This design comes from an exercise in tuning for small area, a short achievable clock period and few clock cycles per item on the open sky130 flow, not from production work. Function not checked in this run: the RTL went through the layout flow alone. Power and IR drop assume default switching activity.

--- flow/flow/run.sh ---
#!/bin/bash
# The standard layout (standard.sh runs ORFS from synthesis to finish),
# with the port buffers that global placement inserts made from buf_2 cells
# instead of the default delay-buffer choice. Every ORFS step keeps its own
# log under orfs/logs/; make's own output goes to standard.log here.
export BUFFER_PORTS_ARGS="-buffer_cell sky130_fd_sc_hd__buf_2"
bash standard.sh > standard.log 2>&1
--- flow/standard.sh ---
#!/bin/bash
# synth_recipe.tcl (not shown) runs the flow's synth.tcl, then flattens the netlist and writes it again
# the make line also repeats each setting of config.mk as NAME=value (left out here)
make -C /OpenROAD-flow-scripts/flow DESIGN_CONFIG=/design/flow/config.mk WORK_HOME=/design/flow/orfs CLKGATE_MAP_FILE= SYNTH_SCRIPT=/design/flow/synth_recipe.tcl "${@:-finish}"
--- flow/config.mk ---
export PLATFORM = sky130hd
export DESIGN_NAME = pqce_hyb_dec
export DESIGN_NICKNAME = pqce_hyb_dec
export VERILOG_FILES = /design/flow/design.v
export SDC_FILE = /design/flow/constraint.sdc
export NUM_CORES = 4
export LEC_CHECK = 0
export CAP_MARGIN = 20
export CORE_MARGIN = 2
export CORE_UTILIZATION = 40
export SETUP_SLACK_MARGIN = 3.0
export SLEW_MARGIN = 20
--- flow/constraint.sdc ---
create_clock -name core_clock -period 7.0 [get_ports {clk}]
set_input_delay 1.4000 -clock core_clock [delete_from_list [all_inputs] [get_ports {clk}]]
set_output_delay 1.4000 -clock core_clock [all_outputs]
set_load 0.01 [all_outputs]
--- flow/design.v ---
module pqce_hyb_dec (
    input  wire        clk,
    input  wire        rst,
    input  wire        cmd_valid,
    output wire        cmd_ready,
    input  wire        cmd_dict,        
    input  wire [5:0]  cmd_bw,          
    input  wire        cmd_dis_env,     
    input  wire        cmd_len_valid,   
    input  wire [15:0] cmd_count,       
    input  wire [15:0] cmd_buf_len,     
    input  wire [15:0] cmd_length,      
    input  wire        in_valid,
    input  wire [7:0]  in_data,
    output wire        in_ready,
    output wire        out_valid,
    output wire [31:0] out_data,
    input  wire        out_ready,
    output wire        done,
    output wire [1:0]  done_cause,      
    output wire        done_space,      
    output wire        done_cbm         
);
    localparam [2:0] S_IDLE  = 3'd0,
                     S_ENV   = 3'd1,
                     S_WIDTH = 3'd2,
                     S_HDR   = 3'd3,
                     S_RPAY  = 3'd4,
                     S_CHK   = 3'd5,
                     S_RLE   = 3'd6,
                     S_BP    = 3'd7;
    localparam integer C = 6;           
    reg [2:0]  state;
    reg        fin;                     
    reg [5:0]  bw;
    reg        len_valid;
    reg [15:0] lrem;                    
    reg [15:0] n_left;                  
    reg [15:0] avail;                   
    reg [15:0] cnt;                     
    reg        htyp;                    
    reg        hbig;                    
    reg [2:0]  hidx;                    
    reg [4:0]  pnx;                     
    reg [3:0]  kr;                      
    reg        cz4;                     
    reg [5:0]  cvb;                     
    reg        drain;                   
    reg        endw;                    
    reg [7:0]  fb [0:C-1];
    reg [2:0]  fill;
    reg [2:0]  off;                     
    reg [2:0]  skip;                    
    reg [1:0]  cause;
    reg        space;
    wire [2:0] nb     = bw[5:3] + {2'd0, (bw[2:0] != 3'd0)};    
    reg        av_nz;                   
    reg        rz;                      
    reg        popc;                    
    reg        cbmr;
    reg        rt;                      
    wire       room   = (fill != C[2:0]) || (skip != 3'd0);
    wire       rle_v, cvb_nz;
    wire rle_hd    = (state == S_RLE) && rle_v && (cnt == 16'd1) && (n_left != 16'd0);
    wire need_byte = (state == S_ENV) || (state == S_WIDTH) || (state == S_HDR) || rle_hd ||
                     ((state == S_RPAY || state == S_BP) && room);
    assign in_ready = need_byte && av_nz;
    wire   take     = in_ready && in_valid;
    wire   push     = take && (state == S_RPAY || state == S_BP);
    assign cvb_nz = (cvb != 6'd0) && (state != S_IDLE || endw);
    assign rle_v = (state == S_RLE) && !rz && (skip == 3'd0) && !drain && !rt;
    wire bp_v  = cvb_nz && (skip == 3'd0);
    wire tail_v = rt && (skip == 3'd0) && !drain && (state != S_IDLE);
    assign out_valid = rle_v || bp_v || tail_v;
    wire   give      = out_valid && out_ready;
    wire   give_r    = rle_v && out_ready;
    wire [39:0] win  = {fb[4], fb[3], fb[2], fb[1], fb[0]} >> off;
    wire        rmode = (rt || state == S_RLE) && !drain;
    reg  [31:0] vmask;
    integer j;
    always @* begin
        for (j = 0; j < 32; j = j + 1)
            vmask[j] = rmode ? (bw > ((j / 8) * 8)) : (bw > j);
    end
    assign out_data  = win[31:0] & vmask;
    assign cmd_ready  = (state == S_IDLE) && !endw;
    assign done       = fin;
    assign done_cause = cause;
    assign done_space = space;
    assign done_cbm   = cbmr;
    wire [15:0] sub_b = htyp ? {cnt[12:0], 3'b000} : cnt;
    wire [16:0] diff  = {1'b0, n_left} - {1'b0, sub_b};
    wire        rle_over = hbig || diff[16];
    wire        bp_sat   = hbig || (cnt[15:13] != 3'd0) || diff[16];
    wire [15:0] bp_m     = bp_sat ? n_left : {cnt[12:0], 3'b000};
    wire [4:0]  phase = (state == S_CHK) ? 5'd0 : pnx;
    reg  [3:0]  k;
    reg  [4:0]  phase_n;
    wire [5:0]  ps8 = {1'b0, phase} + 6'd8;
    always @* begin
        if (bw[5:3] != 3'd0) begin
            k       = (ps8 >= bw) ? 4'd1 : 4'd0;
            phase_n = (ps8 >= bw) ? (ps8[4:0] - bw[4:0]) : ps8[4:0];
        end else begin
            case ({bw[2:0], phase[2:0]})
            6'o10: begin k = 4'd8; phase_n = 5'd0; end
            6'o20: begin k = 4'd4; phase_n = 5'd0; end
            6'o21: begin k = 4'd4; phase_n = 5'd1; end
            6'o30: begin k = 4'd2; phase_n = 5'd2; end
            6'o31: begin k = 4'd3; phase_n = 5'd0; end
            6'o32: begin k = 4'd3; phase_n = 5'd1; end
            6'o40: begin k = 4'd2; phase_n = 5'd0; end
            6'o41: begin k = 4'd2; phase_n = 5'd1; end
            6'o42: begin k = 4'd2; phase_n = 5'd2; end
            6'o43: begin k = 4'd2; phase_n = 5'd3; end
            6'o50: begin k = 4'd1; phase_n = 5'd3; end
            6'o51: begin k = 4'd1; phase_n = 5'd4; end
            6'o52: begin k = 4'd2; phase_n = 5'd0; end
            6'o53: begin k = 4'd2; phase_n = 5'd1; end
            6'o54: begin k = 4'd2; phase_n = 5'd2; end
            6'o60: begin k = 4'd1; phase_n = 5'd2; end
            6'o61: begin k = 4'd1; phase_n = 5'd3; end
            6'o62: begin k = 4'd1; phase_n = 5'd4; end
            6'o63: begin k = 4'd1; phase_n = 5'd5; end
            6'o64: begin k = 4'd2; phase_n = 5'd0; end
            6'o65: begin k = 4'd2; phase_n = 5'd1; end
            6'o70: begin k = 4'd1; phase_n = 5'd1; end
            6'o71: begin k = 4'd1; phase_n = 5'd2; end
            6'o72: begin k = 4'd1; phase_n = 5'd3; end
            6'o73: begin k = 4'd1; phase_n = 5'd4; end
            6'o74: begin k = 4'd1; phase_n = 5'd5; end
            6'o75: begin k = 4'd1; phase_n = 5'd6; end
            6'o76: begin k = 4'd2; phase_n = 5'd0; end
            default: begin k = 4'd0; phase_n = 5'd0; end
            endcase
        end
    end
    wire [15:0] cnt_dec = cnt - 16'd1;
    wire [15:0] cnt_dk  = cnt - {12'd0, kr};
    wire        k_all = cz4 && (cnt[3:0] <= kr);
    wire [3:0]  k_eff = k_all ? cnt[3:0] : kr;
    wire [5:0]  cvb_a   = cvb + {2'd0, kr};
    wire [5:0]  cvb_b   = cvb + {2'd0, cnt[3:0]};
    wire [5:0]  cvb_a1  = cvb + {2'd0, kr} - 6'd1;
    wire [5:0]  cvb_b1  = cvb + {2'd0, cnt[3:0]} - 6'd1;
    wire [5:0]  cvb_pk  = k_all ? cvb_b : cvb_a;
    wire [5:0]  cvb_pk1 = k_all ? cvb_b1 : cvb_a1;
    wire        bp_last = drain && (cvb == 6'd1);
    wire [5:0]  pos     = {3'd0, off} + bw;
    wire [5:0]  posr    = bp_last ? (pos + 6'd7) : pos;
    wire        rle_end = (state == S_RLE) && (cnt == 16'd1);
    wire        rle_z   = (state == S_RLE) && rz && (skip == 3'd0) && !drain && !rt;
    wire [2:0]  npop    = cvb_nz ? posr[5:3] : ((rt || rle_end) ? nb : 3'd0);
    wire [3:0]  nxpos   = {1'b0, pos[2:0]} + {1'b0, bw[2:0]};
    wire        bp_pop  = bp_last || (bw[5:3] != 3'd0) || popc;
    wire        pop_g   = cvb_nz ? bp_pop : ((rt || rle_end) && nb != 3'd0);
    wire        pop     = (skip != 3'd0) || (give && pop_g) || (rle_z && nb != 3'd0);
    wire [2:0] wpos = fill - {2'd0, pop};
    integer i;
    always @(posedge clk) begin
        for (i = 0; i < C; i = i + 1) begin
            if (push && (pop ? (fill == i[2:0] + 3'd1) : (fill == i[2:0])))
                fb[i] <= in_data;
            else if (pop && i < C - 1)
                fb[i] <= fb[i + 1];
        end
    end
    always @(posedge clk) begin
        if (rst) begin
            state <= S_IDLE;
            rt    <= 1'b0;
            fin   <= 1'b0;
            endw  <= 1'b0;
        end else begin
            fin <= 1'b0;
            cbmr <= len_valid && (lrem != 16'd0);
            if (take) begin
                avail <= avail - 16'd1;
                av_nz <= (avail != 16'd1);
                if (state != S_ENV)
                    lrem <= lrem - 16'd1;
            end
            if (push && !pop)
                fill <= fill + 3'd1;
            else if (pop && !push)
                fill <= fill - 3'd1;
            if (skip != 3'd0)
                skip <= skip - 3'd1;
            if (give) begin
                if (cvb_nz) begin
                    off  <= bp_last ? 3'd0 : pos[2:0];
                    popc <= !bp_last && nxpos[3];
                    if (bp_last)
                        drain <= 1'b0;
                end
                if (npop != 3'd0)
                    skip <= npop - 3'd1;
            end
            case ({push && state == S_BP, give && cvb_nz})
            2'b10: cvb <= cvb_pk;
            2'b11: cvb <= cvb_pk1;
            2'b01: cvb <= cvb - 6'd1;
            default: ;
            endcase
            if (endw && give && bp_last) begin
                endw <= 1'b0;
                fin  <= 1'b1;
            end
            case (state)
            S_IDLE: ;
            S_ENV: begin
                if (take) begin
                    hidx <= hidx + 3'd1;
                    if (hidx == 3'd3) begin
                        hidx  <= 3'd0;
                        if (n_left == 16'd0) begin
                            fin   <= 1'b1;
                            state <= S_IDLE;
                        end else
                            state <= S_HDR;
                    end
                end
            end
            S_WIDTH: begin
                if (!av_nz) begin
                    cause <= 2'd1;
                    fin   <= 1'b1;
                    state <= S_IDLE;
                end else if (take) begin
                    bw <= in_data[5:0];
                    if (in_data[7] || in_data[6:0] > 7'd32) begin
                        cause <= 2'd2;
                        fin   <= 1'b1;
                        state <= S_IDLE;
                    end else if (n_left == 16'd0) begin
                        fin   <= 1'b1;
                        state <= S_IDLE;
                    end else
                        state <= S_HDR;
                end
            end
            S_HDR: begin
                if (!av_nz) begin
                    cause <= (hidx == 3'd0) ? 2'd3 : 2'd1;
                    fin   <= 1'b1;
                    state <= S_IDLE;
                end
            end
            S_RPAY: begin
                if (!av_nz) begin
                    cause <= 2'd1;
                    fin   <= 1'b1;
                    state <= S_IDLE;
                end else if (take) begin
                    hidx <= hidx + 3'd1;
                    if (hidx + 3'd1 == nb) begin
                        hidx <= 3'd0;
                        if (rle_over) begin
                            cause <= 2'd1;
                            space <= 1'b1;
                            fin   <= 1'b1;
                            state <= S_IDLE;
                        end else begin
                            n_left <= diff[15:0];
                            rz     <= (cnt == 16'd0);
                            state  <= S_RLE;
                        end
                    end
                end
            end
            S_CHK: if (!drain && !rt) begin
                if (!htyp) begin
                    if (rle_over) begin
                        cause <= 2'd1;
                        space <= 1'b1;
                        fin   <= 1'b1;
                        state <= S_IDLE;
                    end else begin
                        n_left <= diff[15:0];
                        rz     <= (cnt == 16'd0);
                        state  <= S_RLE;
                    end
                end else begin
                    cnt    <= bp_m;
                    cz4    <= bp_sat ? (n_left[15:4] == 12'd0) : (cnt[12:1] == 12'd0);
                    n_left <= bp_sat ? 16'd0 : diff[15:0];
                    pnx    <= phase_n;
                    kr     <= k;
                    if (bp_m == 16'd0)
                        state <= S_HDR;
                    else if (bw == 6'd0) begin
                        rz    <= 1'b0;
                        state <= S_RLE;
                    end
                    else
                        state <= S_BP;
                end
            end
            S_RLE: begin
                if (rle_z || (give_r && rle_end)) begin
                    if (rle_z && nb != 3'd0)
                        skip <= nb - 3'd1;
                    if (n_left == 16'd0) begin
                        fin   <= 1'b1;
                        state <= S_IDLE;
                    end else
                        state <= S_HDR;
                end
                if (give_r)
                    cnt <= cnt_dec;
            end
            S_BP: begin
                if (!av_nz) begin
                    cause <= 2'd1;
                    fin   <= 1'b1;
                    state <= S_IDLE;
                end else if (push) begin
                    cnt   <= cnt_dk;
                    cz4   <= (cnt[15:5] == 11'd0) && (!cnt[4] || cnt[3:0] < kr);
                    pnx   <= phase_n;
                    kr    <= k;
                    if (k_all) begin
                        drain <= 1'b1;
                        if (n_left == 16'd0) begin
                            endw  <= 1'b1;
                            state <= S_IDLE;
                        end else
                            state <= S_HDR;
                    end
                end
            end
            endcase
            if (tail_v && out_ready)
                rt <= 1'b0;
            if (take && (state == S_HDR || state == S_RLE)) begin
                if (hidx != 3'd5)
                    hidx <= hidx + 3'd1;
                case (hidx)
                3'd0: begin
                    htyp <= in_data[0];
                    cnt  <= {10'd0, in_data[6:1]};
                    hbig <= 1'b0;
                end
                3'd1: cnt[12:6]  <= in_data[6:0];
                3'd2: begin
                    cnt[15:13] <= in_data[2:0];
                    hbig       <= hbig | (in_data[6:3] != 4'd0);
                end
                3'd3: hbig <= hbig | (in_data[6:0] != 7'd0);
                3'd4: hbig <= hbig | (in_data[3:0] != 4'd0);
                default: ;
                endcase
                if (!in_data[7]) begin
                    hidx <= 3'd0;
                    if (((hidx == 3'd0) ? in_data[0] : htyp) || nb == 3'd0)
                        state <= S_CHK;
                    else
                        state <= S_RPAY;
                end else
                    state <= S_HDR;
                if (state == S_RLE && !out_ready)
                    rt <= 1'b1;
            end
            if (cmd_valid && cmd_ready) begin
                bw        <= cmd_bw;
                len_valid <= cmd_len_valid & ~cmd_dict;
                lrem      <= cmd_length;
                cbmr      <= cmd_len_valid && (cmd_length != 16'd0);
                n_left    <= cmd_count;
                avail     <= cmd_buf_len;
                cause     <= 2'd0;
                space     <= 1'b0;
                hidx      <= 3'd0;
                fill      <= 3'd0;
                skip      <= 3'd0;
                off       <= 3'd0;
                cvb       <= 6'd0;
                drain     <= 1'b0;
                rt        <= 1'b0;
                popc      <= 1'b0;
                av_nz     <= (cmd_buf_len != 16'd0);
                endw      <= 1'b0;
                fin       <= 1'b0;
                if (cmd_dict) begin
                    state <= S_WIDTH;
                end else if (cmd_bw > 6'd32) begin
                    cause <= 2'd2;
                    fin   <= 1'b1;
                    state <= S_IDLE;
                end else if (!cmd_dis_env) begin
                    if (cmd_buf_len < 16'd4) begin
                        cause <= 2'd1;
                        fin   <= 1'b1;
                        state <= S_IDLE;
                    end else
                        state <= S_ENV;
                end else if (cmd_count == 16'd0) begin
                    fin   <= 1'b1;
                    state <= S_IDLE;
                end else begin
                    state <= S_HDR;
                end
            end
        end
    end
endmodule
==> notes.md <==
per-stage QoR:
| step | hold slack (ns) | setup WS [ns] | area [um^2] | total power, W |
|---|---|---|---|---|
| 6_report | 0.495 | 3.05 | 16500 | 0.00600 |
| 5_1_grt | 0.510 | 2.89 | 16500 | 0.00638 |
| 4_1_cts | 0.485 | 3.00 | 16200 | 0.00587 |
| 3_5_place_dp | 0.471 | 2.06 | 15200 | 0.00475 |
| 3_3_place_gp | 0.470 | 2.27 | 15200 | 0.00472 |
| 2_1_floorplan | 0.445 | 3.19 | 14400 | 0.00386 |
final timing paths:
| path | end | slack [ns] | depth (start not counted) |
|---|---|---|---|
| max reg2reg | skip[1]$_SDFFCE_PP0N_ | 3.17 | 15 |
| min reg2reg | endw$_SDFF_PP0_ | 0.50 | 2 |
| min | endw$_SDFF_PP0_ | 0.50 | 2 |
| max | out_data[5] | 3.05 | 10 |
flip-flops by register name (all words and copies together) (netlist names), 4 cells and up:
| register | flops |
|---|---|
| fb | 48 |
| lrem | 16 |
| kr | 4 |
| cnt | 16 |
| bw | 6 |
| pnx | 5 |
| cvb | 6 |
| avail | 16 |
| n_left | 16 |
power by group through the flow:
stage	Clock (W)	Combinational, W	Sequential [W]
finish	0.000980	0.00319	0.00183
global route	0.00102	0.00349	0.00186
global placement	0	0.00285	0.00187
detailed placement	0	0.00287	0.00188
floorplan	0	0.00217	0.00169
CTS	0.000991	0.00306	0.00181
cells in the final DEF (no fill, tap or decap), types with 7 or more instances in the layout:
cell and instances:
or4_1 15, edfxtp_1 157, inv_1 51, o21ai_0 117
o21a_1 10, a31oi_1 22, o22ai_1 9, nand3_1 38
a221oi_1 22, a211oi_1 24, nor4_1 26, buf_2 109
nor2b_1 19, nand3b_1 7, nand2_1 167, mux2_2 52
buf_4 53, ha_1 72, nand4_1 7, a21o_1 12
xor2_1 26, nor2_1 216, and2_1 14, xnor2_1 44
o31ai_1 7, mux2i_1 50, clkbuf_16 17, a21oi_1 114
nand2b_1 12, o211ai_1 20, mux2_4 8, or3_1 12
nor3_1 45
logic make-up (layout without fill, tap and decap cells):
group                      count (synthesis)  after routing  share of synthesized area, %
other                                      0              1                             0
and+or+nand+nor                          641            641                          20.9
muxes                                    119            119                          9.71
xor gates and xnor gates                  72             72                          4.38
AOI/OAI and AO/OA                        445            445                          19.7
buffers and inverters                    170            261                          4.75
adders and majority gates                 77             77                          6.96
DFF                                      163            163                          33.6
per-layer routing:
metal | vias to the layer above | part of all wire (%) | global-route usage [%]
met5 | - | 0.027 | 0
met4 | 2 | 3.5 | 10.5
met3 | 110 | 9.6 | 5.11
met2 | 712 | 43 | 36.4
met1 | 6655 | 44 | 36.3
li1 | 6403 | - | -
what timing repair did:
action / in CTS / in global routing
pin swaps: 4 / 6
hold buffers: 0 / 0
endpoints found under the setup margin: 164 / 119
cloned: 2 / 0
buffers inserted: 24 / 16
resized for setup: 46 / 39
cell usage after synthesis (25+ instances only):
master | count | area share [%]
nor2_1 | 224 | 5.8
nand2_1 | 172 | 4.5
edfxtp_1 | 157 | 33
a21oi_1 | 121 | 4.2
o21ai_0 | 121 | 4.2
clkbuf_1 | 84 | 2.2
ha_1 | 72 | 6.3
inv_1 | 55 | 1.4
mux2_2 | 52 | 4.1
mux2i_1 | 51 | 3.5
nor3_1 | 46 | 1.6
xnor2_1 | 45 | 2.7
nand3_1 | 38 | 1.3
nor4_1 | 31 | 1.3
xor2_1 | 27 | 1.6
a211oi_1 | 25 | 1.3
final cells by class:
type	instances	area, um^2
Timing Repair Buffer	170	1090
Tap cell	461	577
Clock buffer	17	425
Timing Repair inverter	1	7.51
Multi-Input combinational cell	1354	9150
Antenna cell	1	2.50
Fill cell	3464	19000
Inverter	58	233
Sequential cell	163	4840
Clock inverter	15	180
worst max-delay path, stage by stage, from the launching register on:
cell and delay [ns]:
dfxtp_1 0.33, buf_12 0.17, nand2b_4 0.16, nor2_2 0.12, buf_6 0.13, nor2_4 0.05
or2_4 0.31, o21ai_4 0.19, o21ai_0 0.15, a221oi_1 0.28, buf_2 0.19
==> impl_results.md <==
* Status: complete, no violations
* Vias in the first global route at 12,800
* Crit path from: state[0]$_SDFFE_PP0P_
* Worst Hold Class: reg -> reg
* Setup_tns at 0 ns
* Worst reg2reg startpoint: bw[0]$_DFFE_PP_
* Row count at 69
* Largest net degree at the start of global routing at 90
* Root buffer selected by CTS: clkbuf_16
* Min Tclk post-route at 3.95 ns
* Synth Warn # at 2
* Finished Core Util at 46.5%
* CTS Buf Count at 17
* Die Width at 194 um
* Max-Cap Viols at 0
* WP data required at 5.60 ns
* Max-slew violations at 0
* Max Freq at 253 MHz
* Clock edge transition at the registers on the reported setup and hold paths at 0.09 ns
* Hold path startpoint: endw$_SDFF_PP0_
* Starting Density at 40.5%
* Finished Layout Cells at 2,240
* Nets@finish at 1,912
* Seq pwr share at 30.5%
* Critical Path End Type: output port
* Avg Cell Area, Syn at 8.53 um^2
* Slew headroom at 27.9%
* Hold Violations, Final at 0
* Worst Skew at 0.0217 ns
* Synth Instances at 1,687
* Post-Syn Area at 14,400 um^2
* Ys flop type: edfxtp_1
* First-pass GRT wire length at 74.4 mm
* Core box area at 35,500 um^2
* Placed Instances at 2,165
* Wire per inst at 21.6 um
* Internal power at 0.00329 W
* Net Sw Frac at 45.1%
* DRC at 0
* Slew @ Worst Pin at 1.08 ns
* DR pass1 iterations at 6
* Sequential area share after synthesis at 33.6%
* Clock network fraction of total power at 16.3%
* Share of layout cells above drive strength 1 at 19.7%
* CTS Buffer Depth at 2
* Routed wire length at 48.4 mm
* Net Sw Power at 0.00271 W
* Peak supply drop at 0.190 mV
* Post-synthesis register bit count at 163
* Final RePlAce weighted congestion at 0.955
* CP Class: reg -> out
* I/O pin total at 110
* RSZ-0062 raised after global routing: yes
* DIE AREA at 37,500 um^2
* Leakage at 6.22 nW
* Count of flip-flops with a built-in enable after synthesis at 157
* Startpoint types: register
* Ys async rst share at 0%
* Part of the cycle the worst path needs at 56.4%
* Total GRT Usage at 25.1%
* Initial antenna violation count at 2
* Via count at 13,900
* Yosys cell types at 82
* CTS tree: yes
* H-tree depth at 4
* Post-route ant nets at 0
* Initial DRC count at 1,510
* Die H at 194 um
* Vias per std cell at 6.20
* Post-Syn Nets at 1,834
* CTS sink cnt at 163
* Crit path arrival time at 2.55 ns
* Final setup fails at 0
* Worst Path Max Fanout at 34
* Clock Latency Late Sink at 0.47 ns
* I/O Buffers at 109
* Pwr dens at 364 nW/um^2
* Area Overhead vs Synth at 14.7%
* Gate power share at 53.2%
* Gr ovfl total at 0
* Detail Placement HPWL at 34.5 mm

## separate check: timing with driven ports
The results above use ideal ports. As a check the final layout listed here was re-extracted and re-timed, cells and wires unchanged. Step 1 (the two cells are an assumption about what drives the block):
set clk [get_ports {clk}]
set_driving_cell -lib_cell sky130_fd_sc_hd__clkbuf_16 $clk
set_driving_cell -lib_cell sky130_fd_sc_hd__buf_2 [delete_from_list [all_inputs] $clk]
Step 2 times the ports against the registers' clock, not the clock port: input delays grow and output delays shrink by t, the midpoint of the rising clock arrivals with the driver on. a / b / c = ideal ports / drivers / drivers and shift; a / b = the first two.
t (ns): 0.505
setup WS [ns]: 3.052 / 3.003 / 2.654
worst slew at a driven data input, ns: 0.08
After both steps this run still meets setup and hold. The setup slack of this run moves by -0.049 ns with the drivers and by -0.398 ns with both steps.
